This is an optimization exercise on Yosys and OpenROAD, whose aim is a short achievable clock period, not a production implementation.
Only simulation tests tie the RTL to the original design; equivalence was not proved.
Power is estimated from default activity; no workload was simulated.

== run 1 ==
==> flow/design.v <==
module frame_check #(
    parameter [7:0] START = 8'hA5,
    parameter [7:0] STOP  = 8'h5A
) (
    input  wire [39:0] frame,
    output wire [1:0]  status,    
    output wire [7:0]  option,
    output wire [7:0]  value
);
    wire [7:0] b0 = frame[39:32];
    wire [7:0] b1 = frame[31:24];
    wire [7:0] b2 = frame[23:16];
    wire [7:0] b3 = frame[15:8];
    wire [7:0] b4 = frame[7:0];
    wire [7:0] z = b1 ^ b2 ^ b3;
    wire [7:0] k = {(b1[6:0] & b2[6:0]) | ((b1[6:0] | b2[6:0]) & ~b3[6:0]), 1'b0};
    wire       sum_ok     = (z == k);
    wire       markers_ok = (b0 == START) && (b4 == STOP);
    assign status = {markers_ok & ~sum_ok, ~markers_ok};
    assign option = b1;
    assign value  = b2;
endmodule
module frame_codec_queue #(
    parameter [7:0] START = 8'hA5,
    parameter [7:0] STOP  = 8'h5A
) (
    input  wire        clk,
    input  wire        rst,
    input  wire        enq_valid,
    input  wire [7:0]  enq_data,
    input  wire        deq_req,
    output wire        deq_valid,
    output wire [39:0] deq_frame,
    output wire [1:0]  deq_status,
    output wire [7:0]  deq_option,
    output wire [7:0]  deq_value,
    output wire        empty,
    output reg         full,
    input  wire [7:0]  enc_option,
    input  wire [7:0]  enc_value,
    output wire [39:0] enc_frame,
    input  wire [39:0] dec_frame,
    output wire [1:0]  dec_status,
    output wire [7:0]  dec_option,
    output wire [7:0]  dec_value
);
    localparam [1:0] ST_NONE_AVAILABLE = 2'd3;
    reg [39:0] slot [0:3];    
    reg [1:0]  wfi;
    reg [2:0]  wbi;
    reg [1:0]  rfi;
    reg [39:0] head;          
    reg [1:0]  head_status;   
    reg        empty_r;       
    assign empty      = empty_r;
    assign deq_valid  = ~empty_r;
    assign deq_frame  = head;
    assign deq_status = head_status;
    assign deq_option = head[31:24];
    assign deq_value  = head[23:16];
    wire       do_deq     = deq_req & ~empty_r;
    wire       do_enq     = enq_valid & ~rst;
    wire       last_byte  = (wbi == 3'd4);
    wire [1:0] rfi_inc    = rfi + 2'd1;
    wire [1:0] wfi_inc    = wfi + 2'd1;
    wire [1:0] rfi_after  = do_deq ? rfi_inc : rfi;
    wire       full_after = (do_deq && rfi == wfi) ? 1'b0 : full;
    wire       wrap       = do_enq & last_byte;
    wire [1:0] rfi_n  = rst ? 2'd0 : rfi_after;
    wire [1:0] wfi_n  = rst ? 2'd0 : (wrap ? wfi_inc : wfi);
    wire [2:0] wbi_n  = rst ? 3'd0 : (do_enq ? (last_byte ? 3'd0 : wbi + 3'd1) : wbi);
    wire       full_n = rst ? 1'b0 : ((wrap && wfi_inc == rfi_after) ? 1'b1 : full_after);
    wire [39:0] cur_slot = slot[rfi];
    wire [39:0] nxt_slot = slot[rfi_inc];
    wire        hit_cur  = (wfi == rfi);
    wire        hit_nxt  = (wfi == rfi_inc);
    wire [39:0] base_n = rst ? slot[0] : (do_deq ? nxt_slot : cur_slot);
    wire        hit_n  = rst ? 1'b0 : (do_deq ? hit_nxt : hit_cur);
    reg  [39:0] head_n;
    integer i;
    always @(*) begin
        head_n = base_n;
        for (i = 0; i < 5; i = i + 1)
            if (do_enq && hit_n && wbi == i)
                head_n[39-8*i -: 8] = enq_data;
    end
    wire        empty_n = ~full_n & (wfi_n == rfi_n);
    wire [1:0]  head_check;
    frame_check #(.START(START), .STOP(STOP)) u_head_check (
        .frame  (head_n),
        .status (head_check),
        .option (),
        .value  ()
    );
    always @(posedge clk) begin
        rfi         <= rfi_n;
        wfi         <= wfi_n;
        wbi         <= wbi_n;
        full        <= full_n;
        empty_r     <= empty_n;
        head        <= head_n;
        head_status <= empty_n ? ST_NONE_AVAILABLE : head_check;
    end
    genvar s, b;
    generate
        for (s = 0; s < 4; s = s + 1) begin : g_slot
            for (b = 0; b < 5; b = b + 1) begin : g_byte
                always @(posedge clk) begin
                    if (do_enq && wfi == s && wbi == b)
                        slot[s][39-8*b -: 8] <= enq_data;
                end
            end
        end
    endgenerate
    wire [7:0] enc_sum = enc_option + enc_value;
    assign enc_frame = {START, enc_option, enc_value, enc_sum, STOP};
    frame_check #(.START(START), .STOP(STOP)) u_dec_check (
        .frame  (dec_frame),
        .status (dec_status),
        .option (dec_option),
        .value  (dec_value)
    );
endmodule
Settings: LEC_CHECK=0, CAP_MARGIN=20, CORE_MARGIN=2, CORE_UTILIZATION=40, SETUP_SLACK_MARGIN=2.5, SLEW_MARGIN=20, TNS_END_PERCENT=100; clock period 5.0 ns.
run.sh (not shown) runs the stock make flow with config.mk's settings and CLKGATE_MAP_FILE= SYNTH_SCRIPT=/design/flow/synth_recipe.tcl, a recipe that flattens the netlist after the stock synthesis.
The inputs of run 2 differ from those of run 1 as listed below.
Settings: removing SETUP_SLACK_MARGIN (formerly 2.5); removing TNS_END_PERCENT (formerly 100).
### Flow results
When run 2 is set beside run 1, its met3 global-route usage turns out to be 1.4 points smaller.
Changes observed in run 2 relative to run 1: cell area went down 760 um2; net count reported at finish went down 4.3%; footprint of the multi-input gates went down about 13%.
Between run 2 and run 1, it is run 2 whose non-clock buffer count is lower, by 48.
Compared with run 1, run 2 shows a top achievable clock speed that is 18% lower.
Comparing run 2 and run 1, average routed wire per standard cell is lower on run 2.

---

frame_codec_queue, a different RTL version from the one above (not shown whole).
Size: ~1000 cells after synthesis, ~260 flip-flops, about 190 I/O pins.
clock: 5.0 ns
lec_check: 0
cap_margin: 20
core_margin: 2
core_utilization: 40
setup_slack_margin: 2.5
slew_margin: 20
tns_end_percent: 100
standard.sh (not shown) runs the stock make flow with config.mk's settings and CLKGATE_MAP_FILE= SYNTH_SCRIPT=/design/flow/synth_recipe.tcl, a recipe that flattens the netlist after the stock synthesis.
==> flow/flow/run.sh <==
#!/bin/bash
# Standard ORFS layout, with Yosys's full-adder extraction turned off so that
# ABC maps the adders and the checksum logic as plain gates.
set -euo pipefail
bash standard.sh ADDER_MAP_FILE= finish > standard.log 2>&1
Edit:
==> flow/run.sh (new file) <==
#!/bin/bash
# synth_recipe.tcl (not shown) runs the flow's synth.tcl, then flattens the netlist and writes it again
# the make line also repeats each setting of config.mk as NAME=value (left out here)
make -C /OpenROAD-flow-scripts/flow DESIGN_CONFIG=/design/flow/config.mk WORK_HOME=/design/flow/orfs CLKGATE_MAP_FILE= SYNTH_SCRIPT=/design/flow/synth_recipe.tcl finish
removed: flow/flow/run.sh
removed: flow/standard.sh
What happened: Clock-buffer cell count decreases by 6; clock skew increases by 0.0039 ns; register-to-register slack loses 0.11 ns; hold slack gains 0.038 ns; setup slack gains 0.64 ns; utilization decreases by 0.21 points; via count decreases by 1.1%; total power decreases by 3.0%; clock power decreases by about 8%; global-route usage increases by 0.24 points.
Edit:
==> flow/flow/run.sh (new file) <==
#!/bin/bash
# ORFS layout through the standard.sh, with two changes to synthesis:
# Yosys's full/half-adder extraction is off (ADDER_MAP_FILE empty), and ABC
# maps the combinational logic with flow/speed.abc, a delay-driven script,
# in place of ORFS's abc_speed.script.  Everything else, registers included,
# is the standard synthesis and layout.
set -euo pipefail
W=$PWD
{
  echo 'proc abc {args} {'
  echo '  set i [lsearch -exact $args -script]'
  echo '  if {$i >= 0} { lset args [expr {$i + 1}] $::env(SPEED_ABC_SCRIPT) }'
  echo '  puts "abc with [join $args]"'
  echo '  yosys abc {*}$args'
  echo '}'
  cat synth_recipe.tcl
} > my_synth.tcl
export SPEED_ABC_SCRIPT=$W/flow/speed.abc
bash standard.sh SYNTH_SCRIPT=$W/my_synth.tcl ADDER_MAP_FILE= finish > standard.log 2>&1
==> flow/flow/speed.abc (new file) <==
strash
balance
rewrite
refactor
balance
dch -f
map -D 200
buffer -c
upsize -D 200
dnsize -D 200
==> flow/standard.sh (new file) <==
#!/bin/bash
# synth_recipe.tcl (not shown) runs the flow's synth.tcl, then flattens the netlist and writes it again
# the make line also repeats each setting of config.mk as NAME=value (left out here)
make -C /OpenROAD-flow-scripts/flow DESIGN_CONFIG=/design/flow/config.mk WORK_HOME=/design/flow/orfs CLKGATE_MAP_FILE= SYNTH_SCRIPT=/design/flow/synth_recipe.tcl "${@:-finish}"
removed: flow/run.sh
The new run went through all stages and came out clean.
Hold slack degrades by 0.045 ns.
Core utilization rises by 1.3 points.
Via count grows by a quarter to a third.
Synthesized cell count came out higher by a quarter to a third.

[afterwards: timing with drivers on the ports]
The results above use ideal ports. As a check the final layouts listed here were re-extracted and re-timed, cells and wires unchanged.
Step 1, drivers: a clkbuf_16 drives clk and a buf_2 each remaining input, both assumed.
Step 2 also shifts input and output timing later by t, the mid clock arrival at the registers, as if the neighbouring blocks saw the same clock.
a / b / c = no drivers / after step 1 / after step 2; a / b = the first two.
run	shift t [ns]	setup slack, ns	latest minus earliest clock arrival (ns)	worst register clock-pin slew, ns	cell pins on the clock port's net
run 1	0.550	1.268 / 1.268 / 0.726	0.012 / 0.012	0.06 / 0.06	1
run 2	0.558	0.434 / 0.409 / -0.023	0.012 / 0.011	0.06 / 0.06	1
the first run of note 2	0.560	0.877 / 0.841 / 0.841	0.013 / 0.013	0.07 / 0.07	1
the second run of note 2	0.571	1.515 / 1.457 / 1.457	0.017 / 0.017	0.07 / 0.07	1
the third run of note 2	0.575	1.639 / 1.577 / 1.577	0.025 / 0.025	0.07 / 0.07	1
With both steps, setup timing fails in run 2, where it was met with ideal ports. The setup slack of run 1, which loses most, moves by 0.000 ns with the drivers and by -0.542 ns with both steps.
